Background: an optimization exercise with open tools, aiming at small area, a short achievable clock period and few clock cycles. Do not read the settings as production practice.
For this run, only the layout was checked, not whether the RTL still works.

===== config.mk =====
export PLATFORM = sky130hd
export DESIGN_NAME = fzac_coder
export DESIGN_NICKNAME = fzac_coder
export VERILOG_FILES = /design/flow/design.v
export SDC_FILE = /design/flow/constraint.sdc
export NUM_CORES = 4
export LEC_CHECK = 0
export CAP_MARGIN = 20
export CORE_MARGIN = 2
export CORE_UTILIZATION = 40
export SLEW_MARGIN = 20

===== constraint.sdc =====
create_clock -name core_clock -period 13.0 [get_ports {clk}]
set_input_delay 2.6000 -clock core_clock [delete_from_list [all_inputs] [get_ports {clk}]]
set_output_delay 2.6000 -clock core_clock [all_outputs]
set_load 0.01 [all_outputs]

===== design.v =====
module fzac_coder (
    input  wire        clk,
    input  wire        rst,
    input  wire        cmd_valid,
    output wire        cmd_ready,
    input  wire [7:0]  cmd_op,
    input  wire [31:0] cmd_a0,
    input  wire [31:0] cmd_a1,
    input  wire [31:0] cmd_a2,
    output reg         rsp_valid,
    output reg  [2:0]  rsp_err,
    output reg  [31:0] rsp_res,
    output wire        out_valid,
    input  wire        out_ready,
    output wire [7:0]  out_data,
    input  wire        in_valid,
    output wire        in_ready,
    input  wire [7:0]  in_data,
    input  wire        in_end
);
    localparam [7:0] OP_NOP          = 8'h00;
    localparam [7:0] OP_SOFT_RESET   = 8'h01;
    localparam [7:0] OP_ENC_START    = 8'h10;
    localparam [7:0] OP_ENC_INTERVAL = 8'h11;
    localparam [7:0] OP_ENC_CLOSE    = 8'h12;
    localparam [7:0] OP_DEC_START    = 8'h20;
    localparam [7:0] OP_DEC_COUNT    = 8'h21;
    localparam [7:0] OP_DEC_REMOVE   = 8'h22;
    localparam [2:0] E_OK       = 3'd0;
    localparam [2:0] E_ILLEGAL  = 3'd1;
    localparam [2:0] E_PROTOCOL = 3'd2;
    localparam [2:0] E_INTERVAL = 3'd3;
    localparam [2:0] E_DESYNC   = 3'd4;
    localparam [26:0] TOP_VALUE     = 27'h7FFFFFF;
    localparam [1:0] M_IDLE = 2'd0;
    localparam [1:0] M_ENC  = 2'd1;
    localparam [1:0] M_DEC  = 2'd2;
    localparam [3:0] S_IDLE    = 4'd0;
    localparam [3:0] S_ITER    = 4'd1;
    localparam [3:0] S_FIN     = 4'd2;
    localparam [3:0] S_FIN2    = 4'd3;
    localparam [3:0] S_ERENORM = 4'd4;
    localparam [3:0] S_FOLLOW  = 4'd5;
    localparam [3:0] S_DRENORM = 4'd6;
    localparam [3:0] S_PRIME   = 4'd7;
    localparam [3:0] S_CLOSE   = 4'd8;
    localparam [3:0] S_PAD     = 4'd9;
    localparam [3:0] S_CDRAIN  = 4'd10;
    localparam [3:0] S_SDRAIN  = 4'd11;
    localparam [3:0] S_FINA    = 4'd12;
    localparam [1:0] C_EINT = 2'd0;
    localparam [1:0] C_DCNT = 2'd1;
    localparam [1:0] C_DREM = 2'd2;
    reg [3:0]  state;
    reg [1:0]  mode;
    reg        closed;
    reg        eos;
    reg        closing;
    reg [1:0]  cop;
    reg        pend;
    reg        cmd_ready_r;
    reg [7:0]  op_r;
    reg [27:0] a0r;           
    reg [27:0] a1r;           
    reg [27:0] a2r;           
    reg        f0, f1, f2;    
    reg [26:0] low, high, value;
    reg [15:0] btf;
    reg        fbit;
    reg [6:0]  oacc;
    reg [2:0]  ocnt;
    reg [7:0]  obuf;
    reg        obuf_v;
    reg [7:0]  ib;
    reg [3:0]  icnt;
    reg [7:0]  nb;
    reg        nbv;
    reg        in_ready_r;
    reg        in_end_r;
    reg [4:0]  vbits;
    reg [4:0]  pcnt;
    reg [27:0] qh, qmh, qph;  
    reg [27:0] ql, qml, qpl;  
    reg [29:0] wsh, wch;      
    reg [29:0] wsl, wcl;      
    reg [4:0]  cnt;
    assign cmd_ready = cmd_ready_r;
    assign out_valid = obuf_v;
    assign out_data  = obuf;
    assign in_ready  = in_ready_r;
    wire l_ok = !f0 && !f1 && !f2 && (a0r[25:0] < a1r[25:0]) && (a1r[25:0] <= a2r[25:0]) &&
                (a2r[25:0] <= 26'h2000000);
    wire t_ok = !f2 && (a2r[25:0] != 26'd0) && (a2r[25:0] <= 26'h2000000);
    wire [27:0] range = {1'b0, high} - {1'b0, low} + 28'd1;
    wire [27:0] vcnt  = {1'b0, value} - {1'b0, low} + 28'd1;
    wire [27:0] t0  = {2'b00, a2r[25:0]};
    wire        z16 = (t0[27:12] == 16'd0);
    wire [27:0] t1  = z16 ? {t0[11:0], 16'd0} : t0;
    wire        z8  = (t1[27:20] == 8'd0);
    wire [27:0] t2  = z8 ? {t1[19:0], 8'd0} : t1;
    wire        z4  = (t2[27:24] == 4'd0);
    wire [27:0] t3  = z4 ? {t2[23:0], 4'd0} : t2;
    wire        z2  = (t3[27:26] == 2'd0);
    wire [27:0] t4  = z2 ? {t3[25:0], 2'd0} : t3;
    wire        z1  = !t4[27];
    wire [27:0] tn  = z1 ? {t4[26:0], 1'b0} : t4;
    wire [4:0]  tsteps = 5'd28 - {z16, z8, z4, z2, z1};
    function [27:0] tshift(input [27:0] x);
        reg [27:0] y;
        begin
            y = x;
            if (z16) y = {y[11:0], 16'd0};
            if (z8)  y = {y[19:0], 8'd0};
            if (z4)  y = {y[23:0], 4'd0};
            if (z2)  y = {y[25:0], 2'd0};
            if (z1)  y = {y[26:0], 1'b0};
            tshift = y;
        end
    endfunction
    wire [27:0] hn = tshift({2'b00, a1r[25:0]});
    wire [27:0] ln = tshift({3'b000, a0r[24:0]});
    wire        rz2 = (range[27:26] == 2'd0);
    wire        rz1 = !range[27] && range[26];
    wire [27:0] rn  = rz2 ? {range[25:0], 2'd0} : rz1 ? {range[26:0], 1'b0} : range;
    wire [4:0]  rsteps = rz2 ? 5'd26 : rz1 ? 5'd27 : 5'd28;
    wire [27:0] vn  = rz2 ? {vcnt[25:0], 2'd0} : rz1 ? {vcnt[26:0], 1'b0} : vcnt;
    wire        mbit = qh[27];
    wire [30:0] dv1  = {3'b000, a2r};
    wire [30:0] dv2  = {2'b00, a2r, 1'b0};
    function [3:0] pick(input [5:0] est, input dhi);
        begin
            if (!est[5] && (est[4] || est[3] || (!dhi && est[2] && est[1])))
                pick = 4'b1000;                        
            else if (!est[5])
                pick = 4'b0100;                        
            else if (est[4] && est[3] && est[2])
                pick = 4'b0010;                        
            else
                pick = 4'b0001;                        
        end
    endfunction
    wire [30:0] yah = {wsh, 1'b0};
    wire [30:0] ybh = {wch, 1'b0};
    wire [30:0] ych = mbit ? {3'b000, a1r} : 31'd0;
    wire [30:0] s1h = yah ^ ybh ^ ych;
    wire [30:0] c1h = {((yah & ybh) | (yah & ych) | (ybh & ych)), 1'b0};
    wire [5:0]  esth = s1h[30:25] + c1h[30:25];
    wire [3:0]  qdh = pick(esth, a2r[26]);
    wire [30:0] vh  = qdh[3] ? ~dv2 : qdh[2] ? ~dv1 : qdh[1] ? 31'd0 : dv1;
    wire [30:0] s2h = s1h ^ c1h ^ vh;
    wire [30:0] c2h = {((s1h & c1h) | (s1h & vh) | (c1h & vh)), (qdh[3] | qdh[2])};
    wire [27:0] qh_nx  = qdh[0] ? {qmh[26:0], 1'b1} : qdh[1] ? {qh[26:0], 1'b0} :
                         qdh[2] ? {qh[26:0], 1'b1}  : {qph[26:0], 1'b0};
    wire [27:0] qmh_nx = qdh[0] ? {qmh[26:0], 1'b0} : qdh[1] ? {qmh[26:0], 1'b1} :
                         qdh[2] ? {qh[26:0], 1'b0}  : {qh[26:0], 1'b1};
    wire [27:0] qph_nx = qdh[0] ? {qh[26:0], 1'b0}  : qdh[1] ? {qh[26:0], 1'b1} :
                         qdh[2] ? {qph[26:0], 1'b0} : {qph[26:0], 1'b1};
    wire [30:0] yal = {wsl, 1'b0};
    wire [30:0] ybl = {wcl, 1'b0};
    wire [30:0] ycl = mbit ? {3'b000, a0r} : 31'd0;
    wire [30:0] s1l = yal ^ ybl ^ ycl;
    wire [30:0] c1l = {((yal & ybl) | (yal & ycl) | (ybl & ycl)), 1'b0};
    wire [5:0]  estl = s1l[30:25] + c1l[30:25];
    wire [3:0]  qdl = pick(estl, a2r[26]);
    wire [30:0] vl  = qdl[3] ? ~dv2 : qdl[2] ? ~dv1 : qdl[1] ? 31'd0 : dv1;
    wire [30:0] s2l = s1l ^ c1l ^ vl;
    wire [30:0] c2l = {((s1l & c1l) | (s1l & vl) | (c1l & vl)), (qdl[3] | qdl[2])};
    wire [27:0] ql_nx  = qdl[0] ? {qml[26:0], 1'b1} : qdl[1] ? {ql[26:0], 1'b0} :
                         qdl[2] ? {ql[26:0], 1'b1}  : {qpl[26:0], 1'b0};
    wire [27:0] qml_nx = qdl[0] ? {qml[26:0], 1'b0} : qdl[1] ? {qml[26:0], 1'b1} :
                         qdl[2] ? {ql[26:0], 1'b0}  : {ql[26:0], 1'b1};
    wire [27:0] qpl_nx = qdl[0] ? {ql[26:0], 1'b0}  : qdl[1] ? {ql[26:0], 1'b1} :
                         qdl[2] ? {qpl[26:0], 1'b0} : {qpl[26:0], 1'b1};
    wire [29:0] wh_sum = wsh + wch;
    wire [29:0] wl_sum = wsl + wcl;
    wire        negh = wh_sum[29];
    wire        negl = wl_sum[29];
    wire        zh0 = ((wsh ^ wch) == {(wsh[28:0] | wch[28:0]), 1'b0});
    wire [29:0] zp  = wsh ^ wch ^ {2'b00, a2r};
    wire [29:0] zg  = {((wsh[28:0] & wch[28:0]) | (wsh[28:0] & {1'b0, a2r}) |
                        (wch[28:0] & {1'b0, a2r})), 1'b0};
    wire        zh1 = ((zp ^ zg) == {(zp[28:0] | zg[28:0]), 1'b0});
    wire [27:0] qmh_m1 = qmh - 28'd1;
    wire [27:0] cnt_res = negh ? (zh1 ? qmh_m1 : qmh) : (zh0 ? qmh : qh);
    wire [26:0] low_m1 = low - 27'd1;
    wire [26:0] nl_w = low + ql[26:0];
    wire [26:0] nh_w = low_m1 + qh[26:0];
    wire e1 = !high[26];
    wire e2 = low[26];
    wire e3 = (low[26:25] == 2'b01) && (high[26:25] == 2'b10);
    wire eany = e1 || e2 || e3;
    wire put_full = (ocnt == 3'd7);
    wire can_put  = !put_full || !obuf_v;
    wire ib_have  = (icnt != 4'd0);
    wire bit_ok   = ib_have || nbv || in_end_r;
    wire bit_val  = ib_have ? ib[7] : (nbv ? nb[7] : 1'b0);
    wire bit_virt = !ib_have && !nbv;
    wire idle_like = (state == S_IDLE) || (state == S_ERENORM && !eany);
    wire [1:0] lo_nx = (e1 || e2) ? low[25:24]  : {1'b0, low[24]};
    wire [1:0] hi_nx = (e1 || e2) ? high[25:24] : {1'b1, high[24]};
    wire eany_nx = !hi_nx[1] || lo_nx[1] || (lo_nx == 2'b01 && hi_nx == 2'b10);
    wire eany_fin = !qh[26] || ql[26] || (ql[26:25] == 2'b01 && qh[26:25] == 2'b10);
    wire do_dec = idle_like && pend;
    task put_bit(input b);
        begin
            if (put_full) begin
                obuf   <= {oacc, b};
                obuf_v <= 1'b1;
                ocnt   <= 3'd0;
                oacc   <= 7'd0;
            end else begin
                oacc <= {oacc[5:0], b};
                ocnt <= ocnt + 3'd1;
            end
        end
    endtask
    task take_bit;
        begin
            if (ib_have) begin
                ib   <= {ib[6:0], 1'b0};
                icnt <= icnt - 4'd1;
            end else if (nbv) begin
                ib   <= {nb[6:0], 1'b0};
                icnt <= 4'd7;
                nbv  <= 1'b0;
            end else if (vbits != 5'd0) begin
                vbits <= vbits - 5'd1;
                if (vbits == 5'd1) eos <= 1'b1;
            end
        end
    endtask
    task respond(input [2:0] e);
        begin
            rsp_valid <= 1'b1;
            rsp_err   <= e;
            rsp_res   <= 32'd0;
        end
    endtask
    task release_cmd;
        begin
            pend        <= 1'b0;
            cmd_ready_r <= 1'b1;
        end
    endtask
    always @(posedge clk) begin
        if (rst) begin
            op_r <= 8'd0;
            f0   <= 1'b0;
            f1   <= 1'b0;
            f2   <= 1'b0;
            in_end_r <= 1'b0;
        end else begin
            in_end_r <= in_end;
            if (cmd_ready_r) begin
                op_r <= cmd_op;
                f0   <= |cmd_a0[31:26];
                f1   <= |cmd_a1[31:26];
                f2   <= |cmd_a2[31:26];
            end
        end
    end
    always @(posedge clk) begin
        rsp_valid <= 1'b0;
        if (obuf_v && out_ready)
            obuf_v <= 1'b0;
        if (in_valid && in_ready_r) begin
            nb  <= in_data;
            nbv <= 1'b1;
            in_ready_r <= 1'b0;
        end
        if (rst) begin
            state   <= S_IDLE;
            mode    <= M_IDLE;
            closed  <= 1'b0;
            eos     <= 1'b0;
            closing <= 1'b0;
            cop     <= C_EINT;
            pend    <= 1'b0;
            cmd_ready_r <= 1'b1;
            a0r     <= 28'd0;
            a1r     <= 28'd0;
            a2r     <= 28'd0;
            low     <= 27'd0;
            high    <= TOP_VALUE;
            value   <= 27'd0;
            btf     <= 16'd0;
            fbit    <= 1'b0;
            oacc    <= 7'd0;
            ocnt    <= 3'd0;
            obuf    <= 8'd0;
            obuf_v  <= 1'b0;
            ib      <= 8'd0;
            icnt    <= 4'd0;
            nb      <= 8'd0;
            nbv     <= 1'b0;
            in_ready_r <= 1'b1;
            vbits   <= 5'd27;
            pcnt    <= 5'd0;
            rsp_err <= 3'd0;
            rsp_res <= 32'd0;
            qh      <= 28'd0;
            qmh     <= 28'd0;
            qph     <= 28'd0;
            ql      <= 28'd0;
            qml     <= 28'd0;
            qpl     <= 28'd0;
            wsh     <= 30'd0;
            wch     <= 30'd0;
            wsl     <= 30'd0;
            wcl     <= 30'd0;
            cnt     <= 5'd0;
        end else begin
            if (cmd_ready_r) begin
                a0r <= {2'b00, cmd_a0[25:0]};
                a1r <= {2'b00, cmd_a1[25:0]};
                a2r <= {2'b00, cmd_a2[25:0]};
                if (cmd_valid) begin
                    pend        <= 1'b1;
                    cmd_ready_r <= 1'b0;
                end
            end
            if (do_dec) begin
                state <= S_IDLE;
                case (op_r)
                    OP_NOP: begin
                        respond(E_OK);
                        release_cmd;
                    end
                    OP_SOFT_RESET: begin
                        release_cmd;
                        state <= S_SDRAIN;
                    end
                    OP_ENC_START: begin
                        release_cmd;
                        if (mode != M_IDLE) begin
                            respond(E_PROTOCOL);
                        end else begin
                            respond(E_OK);
                            mode   <= M_ENC;
                            closed <= 1'b0;
                            low    <= 27'd0;
                            high   <= TOP_VALUE;
                            btf    <= 16'd0;
                            oacc   <= 7'd0;
                            ocnt   <= 3'd0;
                        end
                    end
                    OP_DEC_START: begin
                        release_cmd;
                        if (mode != M_IDLE) begin
                            respond(E_PROTOCOL);
                        end else begin
                            mode  <= M_DEC;
                            low   <= 27'd0;
                            high  <= TOP_VALUE;
                            value <= 27'd0;
                            vbits <= 5'd27;
                            eos   <= 1'b0;
                            icnt  <= 4'd0;
                            nbv   <= 1'b0;
                            in_ready_r <= 1'b1;
                            pcnt  <= 5'd27;
                            state <= S_PRIME;
                        end
                    end
                    OP_ENC_INTERVAL: begin
                        if (mode != M_ENC || closed) begin
                            respond(E_PROTOCOL); release_cmd;
                        end else if (!l_ok) begin
                            respond(E_INTERVAL); release_cmd;
                        end else begin
                            respond(E_OK);
                            cop   <= C_EINT;
                            a0r   <= ln;
                            a1r   <= hn;
                            a2r   <= tn;
                            qh    <= rn;
                            qmh   <= rn;
                            qph   <= rn;
                            ql    <= 28'd0;
                            qml   <= 28'd0;
                            qpl   <= 28'd0;
                            wsh   <= 30'd0;
                            wch   <= 30'd0;
                            wsl   <= 30'd0;
                            wcl   <= 30'd0;
                            cnt   <= rsteps;
                            state <= S_ITER;
                        end
                    end
                    OP_ENC_CLOSE: begin
                        release_cmd;
                        if (mode != M_ENC || closed) begin
                            respond(E_PROTOCOL);
                        end else begin
                            btf     <= btf + 16'd1;
                            closing <= 1'b1;
                            state   <= S_CLOSE;
                        end
                    end
                    OP_DEC_COUNT: begin
                        if (mode != M_DEC || eos) begin
                            respond(E_PROTOCOL); release_cmd;
                        end else if (!t_ok) begin
                            respond(E_INTERVAL); release_cmd;
                        end else begin
                            cop   <= C_DCNT;
                            a1r   <= vn;
                            a2r   <= rn;
                            qh    <= tn;
                            qmh   <= tn;
                            qph   <= tn;
                            wsh   <= 30'd0;
                            wch   <= 30'd0;
                            cnt   <= tsteps;
                            state <= S_ITER;
                        end
                    end
                    OP_DEC_REMOVE: begin
                        if (mode != M_DEC || eos) begin
                            respond(E_PROTOCOL); release_cmd;
                        end else if (!l_ok) begin
                            respond(E_INTERVAL); release_cmd;
                        end else begin
                            cop   <= C_DREM;
                            a0r   <= ln;
                            a1r   <= hn;
                            a2r   <= tn;
                            qh    <= rn;
                            qmh   <= rn;
                            qph   <= rn;
                            ql    <= 28'd0;
                            qml   <= 28'd0;
                            qpl   <= 28'd0;
                            wsh   <= 30'd0;
                            wch   <= 30'd0;
                            wsl   <= 30'd0;
                            wcl   <= 30'd0;
                            cnt   <= rsteps;
                            state <= S_ITER;
                        end
                    end
                    default: begin
                        respond(E_ILLEGAL);
                        release_cmd;
                    end
                endcase
            end else begin
                case (state)
                    S_IDLE: ;
                    S_ITER: begin
                        wsh  <= s2h[29:0];
                        wch  <= c2h[29:0];
                        qh   <= qh_nx;
                        qmh  <= qmh_nx;
                        qph  <= qph_nx;
                        wsl  <= s2l[29:0];
                        wcl  <= c2l[29:0];
                        ql   <= ql_nx;
                        qml  <= qml_nx;
                        qpl  <= qpl_nx;
                        cnt  <= cnt - 5'd1;
                        if (cnt == 5'd1)
                            state <= S_FIN;
                    end
                    S_FIN: begin
                        release_cmd;
                        qh <= negh ? qmh : qh;
                        ql <= negl ? qml : ql;
                        if (cop == C_DCNT) begin
                            rsp_valid <= 1'b1;
                            rsp_err   <= E_OK;
                            rsp_res   <= {4'd0, cnt_res};
                            state     <= S_IDLE;
                        end else begin
                            state     <= S_FINA;
                        end
                    end
                    S_FINA: begin
                        if (cop == C_EINT) begin
                            low   <= nl_w;
                            high  <= nh_w;
                            state <= S_ERENORM;
                        end else begin
                            ql    <= {1'b0, nl_w};
                            qh    <= {1'b0, nh_w};
                            state <= S_FIN2;
                        end
                    end
                    S_FIN2: begin
                        if (value < ql[26:0] || value > qh[26:0]) begin
                            respond(E_DESYNC);
                            state <= S_IDLE;
                        end else begin
                            low   <= ql[26:0];
                            high  <= qh[26:0];
                            if (eany_fin) begin
                                state <= S_DRENORM;
                            end else begin
                                respond(E_OK);
                                state <= S_IDLE;
                            end
                        end
                    end
                    S_ERENORM: begin
                        if (e1 || e2) begin
                            if (can_put) begin
                                put_bit(e2);
                                fbit <= !e2;
                                low  <= {low[25:0], 1'b0};
                                high <= {high[25:0], 1'b1};
                                if (btf != 16'd0)
                                    state <= S_FOLLOW;
                            end
                        end else if (e3) begin
                            btf  <= btf + 16'd1;
                            low  <= {1'b0, low[24:0], 1'b0};
                            high <= {1'b1, high[24:0], 1'b1};
                        end else begin
                            state <= S_IDLE;
                        end
                    end
                    S_FOLLOW: begin
                        if (btf == 16'd0) begin
                            state <= closing ? S_PAD : S_ERENORM;
                        end else if (can_put) begin
                            put_bit(fbit);
                            btf <= btf - 16'd1;
                            if (btf == 16'd1)
                                state <= closing ? S_PAD : S_ERENORM;
                        end
                    end
                    S_CLOSE: begin
                        if (can_put) begin
                            put_bit(low[26] | low[25]);
                            fbit  <= !(low[26] | low[25]);
                            state <= S_FOLLOW;
                        end
                    end
                    S_PAD: begin
                        if (ocnt == 3'd0) begin
                            state <= S_CDRAIN;
                        end else if (!obuf_v) begin
                            obuf   <= {oacc, 1'b0} << (3'd7 - ocnt);
                            obuf_v <= 1'b1;
                            oacc   <= 7'd0;
                            ocnt   <= 3'd0;
                            state  <= S_CDRAIN;
                        end
                    end
                    S_CDRAIN: begin
                        if (!obuf_v) begin
                            closed  <= 1'b1;
                            closing <= 1'b0;
                            respond(E_OK);
                            state   <= S_IDLE;
                        end
                    end
                    S_SDRAIN: begin
                        if (!obuf_v) begin
                            mode    <= M_IDLE;
                            closed  <= 1'b0;
                            closing <= 1'b0;
                            eos     <= 1'b0;
                            low     <= 27'd0;
                            high    <= TOP_VALUE;
                            value   <= 27'd0;
                            btf     <= 16'd0;
                            oacc    <= 7'd0;
                            ocnt    <= 3'd0;
                            icnt    <= 4'd0;
                            nbv     <= 1'b0;
                            in_ready_r <= 1'b1;
                            vbits   <= 5'd27;
                            respond(E_OK);
                            state   <= S_IDLE;
                        end
                    end
                    S_PRIME: begin
                        if (bit_ok) begin
                            value <= {value[25:0], bit_val};
                            pcnt  <= pcnt - 5'd1;
                            if (pcnt == 5'd1) begin
                                respond(E_OK);
                                state <= S_IDLE;
                            end
                            take_bit;
                            if (!ib_have && nbv) in_ready_r <= 1'b1;
                        end
                    end
                    S_DRENORM: begin
                        if (bit_ok) begin
                            if (!eany_nx) begin
                                respond(E_OK);
                                state <= S_IDLE;
                            end
                            if (e1 || e2) begin
                                low   <= {low[25:0], 1'b0};
                                high  <= {high[25:0], 1'b1};
                                value <= {value[25:0], bit_val};
                            end else begin
                                low   <= {1'b0, low[24:0], 1'b0};
                                high  <= {1'b1, high[24:0], 1'b1};
                                value <= {value[26], value[24:0], bit_val};
                            end
                            take_bit;
                            if (!ib_have && nbv) in_ready_r <= 1'b1;
                        end
                    end
                    default: state <= S_IDLE;
                endcase
            end
        end
    end
endmodule

===== flow/run.sh =====
#!/bin/bash
# The standard layout, with ORFS timing repair aimed below the clock
# constraint (the SDC keeps the design's period) so the achieved period drops.
set -uo pipefail
MARGIN=9
bash standard.sh SETUP_SLACK_MARGIN=$MARGIN TNS_END_PERCENT=100 finish > make_finish.log 2>&1

===== standard.sh =====
#!/bin/bash
# synth_recipe.tcl (not shown) runs the flow's synth.tcl, then flattens the netlist and writes it again
# the make line also repeats each setting of config.mk as NAME=value (left out here)
make -C /OpenROAD-flow-scripts/flow DESIGN_CONFIG=/design/flow/config.mk WORK_HOME=/design/flow/orfs CLKGATE_MAP_FILE= SYNTH_SCRIPT=/design/flow/synth_recipe.tcl "${@:-finish}"

==> run summary <==
## cell type report
class | instances | share of cell area
Timing Repair Buffer | 600 | 0.1095
Multi-Input combinational cell | 5208 | 0.6094
Tap cell | 1662 | 0.03192
Antenna cell | 2 | 0.00007682
Clock buffer | 109 | 0.03484
Inverter | 487 | 0.02894
Sequential cell | 575 | 0.1793
Clock inverter | 34 | 0.006011
## sequential cells by signal (all words and copies together), names as in the netlist, 27 cells and up
register / count
high: 27
wcl: 30
a2r: 28
low: 27
wsl: 30
qmh: 27
qph: 27
wch: 30
a1r: 28
rsp_res: 28
qml: 27
qh: 28
value: 27
a0r: 28
wsh: 30
ql: 27
## routing by layer
layer | vias to the layer above | part of all wire
met2 | 3706 | 0.42
met3 | 1097 | 0.12
li1 | 24930 | -
met1 | 27630 | 0.37
met5 | - | 0.00015
met4 | 6 | 0.089
## critical path: stages
cell and delay [ns]:
clkdlybuf4s50_1 0.42, mux2i_1 0.96, a21oi_1 0.50, a211oi_1 0.33, a21oi_1 0.18
## Yosys cell counts, drive strengths merged (13+ instances only)
library cell	count	area share
nor3	136	0.013
mux2	25	0.0055
a22o	33	0.0056
o41ai	13	0.0035
nor2	717	0.053
nor4	42	0.0060
mux2i	188	0.037
a22oi	122	0.018
a222oi	25	0.0049
nand4	58	0.0071
or3	53	0.0065
o221ai	54	0.0093
a21o	75	0.011
a21oi	608	0.059
o211ai	84	0.012
o2bb2ai	36	0.0061
a221oi	66	0.011
nand2	615	0.045
or2	17	0.0021
o21a	42	0.0063
inv	486	0.036
o31ai	24	0.0035
a211o	37	0.0063
clkbuf	386	0.028
o21ai	347	0.034
dfxtp	575	0.22
fa	144	0.056
o22ai	24	0.0029
and2	80	0.0097
o21bai	24	0.0036
nor2b	30	0.0037
xnor2	127	0.022
a311oi	22	0.0038
a31oi	183	0.023
nand3	183	0.018
a32o	18	0.0035
a211oi	145	0.021
o32ai	16	0.0027
a2111oi	20	0.0034
ha	432	0.11
buf	112	0.011
a221o	14	0.0028
xor2	56	0.0095
and3	40	0.0049
nand2b	29	0.0035
## worst paths after layout
kind	slack, ns	to	from
min reg2reg	0.46	rsp_err[1]	rsp_err[1]
max	8.57	a2r[12]	cmd_a2[12]
max reg2reg	8.72	qh[24]	qh[27]
min	0.46	rsp_err[1]	rsp_err[1]
## per-stage QoR
stage	hold WS (ns)	area (um2)	util	worst slack [ns]
final	0.4588	65150	0.5109	8.575
after CTS	0.4603	61090	0.4791	8.830
after global routing	0.4755	65150	0.5109	8.639
after floorplan	0.4319	51500	-	9.000
after global placement	0.4456	54320	0.4259	6.837
after detailed placement	0.4495	54320	0.4260	6.859
## repair_timing
action                                  in CTS  in global routing
gates cloned                                43                 27
gates resized for setup                    606                567
endpoints found under the setup margin     515                386
setup buffers                              116                134
pin swaps                                  157                342
## logic make-up (layout without fill, tap and decap cells)
| logic type | count (synthesis) | after routing | share of synthesized area |
|---|---|---|---|
| AO/OA/AOI/OAI | 2158 | 2158 | 0.2817 |
| XOR/XNOR | 183 | 184 | 0.03120 |
| adder cells (fa/ha/maj) | 576 | 576 | 0.1613 |
| buffers and inverters | 985 | 1230 | 0.07485 |
| flip-flops | 575 | 575 | 0.2241 |
| multiplexers | 220 | 220 | 0.04518 |
| other | 1 | 6 | 0.00007300 |
| AND/OR/NAND/NOR | 2055 | 2066 | 0.1816 |
## layout by cell type, fill, tap and decap left out, types with 115 or more instances in the layout
| cell type | instances |
|---|---|
| a211oi_1 | 120 |
| a21oi_1 | 531 |
| a31oi_1 | 167 |
| buf_4 | 263 |
| clkdlybuf4s50_1 | 116 |
| dfxtp_1 | 503 |
| fa_1 | 119 |
| ha_1 | 403 |
| inv_1 | 436 |
| mux2i_1 | 176 |
| nand2_1 | 568 |
| nand3_1 | 176 |
| nor2_1 | 658 |
| nor3_1 | 119 |
| o21ai_0 | 267 |
| xnor2_1 | 115 |
==> flow_metrics.py <==
metrics = {
    "run_status": {
        "status": "complete, no violations",
    },
    "timing": {
        "fmax_mhz": 226.0,
        "finalHoldViolCount": 0,
        "finalClockSkew_ns": 0.05856,
        "finalCritPeriodShare": 0.3404,
        "rsz0062_at_grt": "true",
        "setup_viol": 0,
        "relSlewSlack": 0.1525,
        "finalMaxSlewViolations": 0,
        "min_period_ns": 4.425,
        "tns_ns": 0,
        "worstMarginPinSlew_ns": 1.236,
    },
    "cells_and_area": {
        "multi_input_area_um2": 39700,
        "nFillCells": 12100,
        "fin_nets": 7643,
        "ff_latch_area_um2": 11680,
        "fin_cells": 8677,
        "syn2layout_area_growth_pct": 26.84,
        "drive_gt1_frac": 0.1928,
    },
    "cts": {
        "clockRootBuffer": "clkbuf_16",
        "htree_levels": 3,
        "cts_num_sinks": 575,
        "cts_tree": "yes",
        "clock_latency_ns": 0.74,
        "cts_buffer_depth": 3,
        "cts.clk_slew.worst_paths_ns": 0.06,
        "cts_made_buffers": 77,
        "hold_buffers": 0,
    },
    "synth": {
        "synth.ff_latch_count": 575,
        "synth_area_per_cell_um2": 7.607,
        "ys.flop_type": "dfxtp_1",
        "yosys_warnings": 1,
        "synth-async-reset-ratio": 0,
        "synth_edf_count": 0,
        "syn_inst": 6753,
        "yosysSeqAreaShare": 0.2241,
        "synth.distinct_cells": 106,
        "syn-cell-area_um2": 51370,
    },
    "global_routing": {
        "grt_pass1_wl_um": 353800,
        "grt.overflow.total": 0,
        "grt_pass1_vias": 52850,
        "gr-usage-met3": 0.09823,
        "grtUsageTotal": 0.3571,
        "antenna_found_initial": 9,
        "busiest_layer": "met2",
        "met1_usage": 0.4369,
        "use_met2": 0.5471,
        "grt_max_degree": 98,
    },
    "drt": {
        "drc": 0,
        "ant_nets": 0,
        "drt_pass1_iterations": 9,
        "routed_wl_um": 255300,
        "drt-vias-per-instance": 6.611,
        "drt_iter0_drc": 7865,
        "dr_total_vias": 57360,
        "wire_per_inst_um": 29.42,
    },
    "hold_path": {
        "hold_depth": 2,
        "hp-class": "register to register",
    },
    "floorplan": {
        "fp.coreArea_um2": 127500,
        "fp.dieW_um": 362.4,
        "die_area_um2": 131300,
        "io-pin-count": 165,
        "fp.dieH_um": 362.4,
        "initial_utilization": 0.4028,
        "row_count": 131,
    },
    "place": {
        "port_buffers": 160,
        "dp_hpwl_um": 166400,
        "gp_congestion": 1.072,
        "place_inst": 8211,
    },
    "worst_setup_path": {
        "required_ns": 13.58,
        "cp-start-kind": "input port",
        "cp_data_arrival_time_ns": 5.01,
        "reg2regPathDepth": 23,
        "worstPathMaxFanout": 2,
        "endpoint_kind": "register",
        "crit_type": "input port to register",
    },
    "flow_run": {
        "drv_cap": 0,
    },
}

-- what the ideal ports hide --
How much do the figures lean on ideal ports? The routed layout below was timed once more, with nothing changed but the port constraints. Step 1 (the two cells are an assumption about what drives the block):
set clk [get_ports {clk}]
set_driving_cell -lib_cell sky130_fd_sc_hd__clkbuf_16 $clk
set_driving_cell -lib_cell sky130_fd_sc_hd__buf_2 [delete_from_list [all_inputs] $clk]
Step 2 also shifts input and output timing later by t, the mid clock arrival at the registers, as if the neighbouring blocks saw the same clock. Three values: ideal, step 1, step 2; two values: the first two.
t, ns: 0.791
setup slack, ns: 8.575 / 8.631 / 7.840
hold WS [ns]: 0.459 / 0.459 / 0.459
latest minus earliest clock arrival (ns): 0.059 / 0.058
pins driven straight from the clock port: 1
After both steps setup and hold are still met in this run. The setup slack of this run moves by +0.056 ns with the drivers and by -0.735 ns with both steps.
